This design comes from an exercise in tuning for small area, a short achievable clock period and few clock cycles per item on the open sky130 flow, not from production work.
The RTL was checked by simulation tests, not by an equivalence proof against the original design.
No activity file was given, so power comes from the tool's default toggle rates.

## cidr_core
module cidr_core (
    input  wire         clk,
    input  wire         rst,
    input  wire         cmd_valid,
    output wire         cmd_ready,
    input  wire [31:0]  cmd_word,
    input  wire [127:0] cmd_addr,
    output wire         rsp_valid,
    input  wire         rsp_ready,
    output wire [2:0]   rsp_status,
    output wire         rsp_info,
    output wire         rsp_flag,
    output wire [128:0] rsp_data
);
    genvar gi;
    reg         slot_valid [0:3];
    reg         slot_fam   [0:3];    
    reg [127:0] slot_base  [0:3];    
    reg [7:0]   slot_plen  [0:3];
    reg         slot_any   [0:3];    
    reg [6:0]   slot_last  [0:3];    
    reg  a_v;                        
    reg  rsp_v;                      
    wire adv   = ~rsp_v | rsp_ready;         
    wire a_en  = ~a_v | adv;                 
    wire a_go  = a_v & adv;                  
    assign cmd_ready = ~rst & a_en;
    assign rsp_valid = ~rst & rsp_v;
    wire [3:0]  op     = cmd_word[31:28];
    wire [1:0]  fam    = cmd_word[27:26];
    wire [1:0]  rs     = cmd_word[25:24];
    wire [1:0]  rd     = cmd_word[23:22];
    wire [15:0] plen_f = cmd_word[15:0];
    wire zero_ok  = (cmd_word[21:16] == 6'd0);
    wire plen_z   = (plen_f == 16'd0);
    wire rd_ok    = zero_ok & (fam == 2'd0) & (rd == 2'd0) & plen_z;
    wire d_mask   = (op == 4'h1) & zero_ok & (rs == 2'd0) & (rd == 2'd0);
    wire d_load   = (op == 4'h2) & zero_ok & (rs == 2'd0);
    wire d_repfx  = (op == 4'h3) & zero_ok & (fam == 2'd0);
    wire d_match  = (op == 4'h4) & zero_ok & (rd == 2'd0) & plen_z;
    wire d_rdb    = (op == 4'h5) & rd_ok;
    wire d_rdp    = (op == 4'h6) & rd_ok;
  ...
For scale: about 300 I/O pins, about 42,000 um^2 of cells after synthesis.
==> flow/config.mk <==
export PLATFORM = sky130hd
export DESIGN_NAME = cidr_core
export DESIGN_NICKNAME = cidr_core
export VERILOG_FILES = /design/flow/design.v
export SDC_FILE = /design/flow/constraint.sdc
export NUM_CORES = 4
export LEC_CHECK = 0
export ABC_AREA = 1
export CAP_MARGIN = 20
export CORE_MARGIN = 2
export CORE_UTILIZATION = 40
export CTS_BUF_LIST = sky130_fd_sc_hd__clkbuf_16
export CTS_CLUSTER_DIAMETER = 80
export CTS_CLUSTER_SIZE = 24
export SETUP_SLACK_MARGIN = 3.5
export SLEW_MARGIN = 20
export TNS_END_PERCENT = 0
==> flow/constraint.sdc <==
create_clock -name core_clock -period 6.0 [get_ports {clk}]
set_input_delay 1.2000 -clock core_clock [delete_from_list [all_inputs] [get_ports {clk}]]
set_output_delay 1.2000 -clock core_clock [all_outputs]
set_load 0.01 [all_outputs]
standard.sh (not shown) runs the stock make flow with config.mk's settings and CLKGATE_MAP_FILE= SYNTH_SCRIPT=/design/flow/synth_recipe.tcl, a recipe that flattens the netlist after the stock synthesis.
==> flow/flow/run.sh <==
#!/bin/bash
# The standard layout (standard.sh, unchanged steps and settings), except
# that each input and output port is buffered with a plain buf_1 rather
# than the delay cell buffer_ports picks by default. make's full output
# goes to flow.log here; each ORFS step also keeps its own log under
# orfs/logs/.
set -euo pipefail
export BUFFER_PORTS_ARGS="-buffer_cell sky130_fd_sc_hd__buf_1"
bash standard.sh > flow.log 2>&1
The baseline completed with no timing, DRC or antenna violations.
Testbench counts at the start, summed over its fixed seeds: cycles 4,816, items 4,800.
==> next run, changes <==
==> flow/flow/run.sh (replaced) <==
#!/bin/bash
# The standard layout (standard.sh, unchanged steps and settings), except
# that each input and output port is buffered with a plain buf_2 rather
# than the delay cell buffer_ports picks by default. make's full output
# goes to flow.log here; each ORFS step also keeps its own log under
# orfs/logs/.
set -euo pipefail
export BUFFER_PORTS_ARGS="-buffer_cell sky130_fd_sc_hd__buf_2"
bash standard.sh > flow.log 2>&1
SETUP_SLACK_MARGIN = 4.0   (was 3.5)
Sequential share of layout area drops by 0.80 points; final area increases by 1.5%; clock power hardly moves; non-clock buffer count goes up by 16; worst setup slack improved by 0.038 ns; maximum frequency is higher by 1.3%.

==> separate check: timing with driven ports <==
No port has a modelled driver above. Below, the same layouts with a new extraction and two added sets of constraints. Step 1 (the two cells are an assumption about what drives the block):
set clk [get_ports {clk}]
set_driving_cell -lib_cell sky130_fd_sc_hd__clkbuf_16 $clk
set_driving_cell -lib_cell sky130_fd_sc_hd__buf_2 [delete_from_list [all_inputs] $clk]
Step 2 also shifts input and output timing later by t, the mid clock arrival at the registers, as if the neighbouring blocks saw the same clock. a / b / c = ideal / step 1 / step 2; a / b = the first two.
run	t, ns	setup WS [ns]	hold slack, ns	worst setup path at the end
the first run	0.714	3.039 / 2.987 / 2.383	0.532 / 0.532 / 0.532	input to register
the second run	0.710	3.077 / 3.054 / 2.454	0.527 / 0.527 / 0.527	input to register
After both steps every run listed still meets setup and hold. For the first run, which loses most, drivers alone change the setup slack by -0.052 ns; drivers and shift together by -0.656 ns.
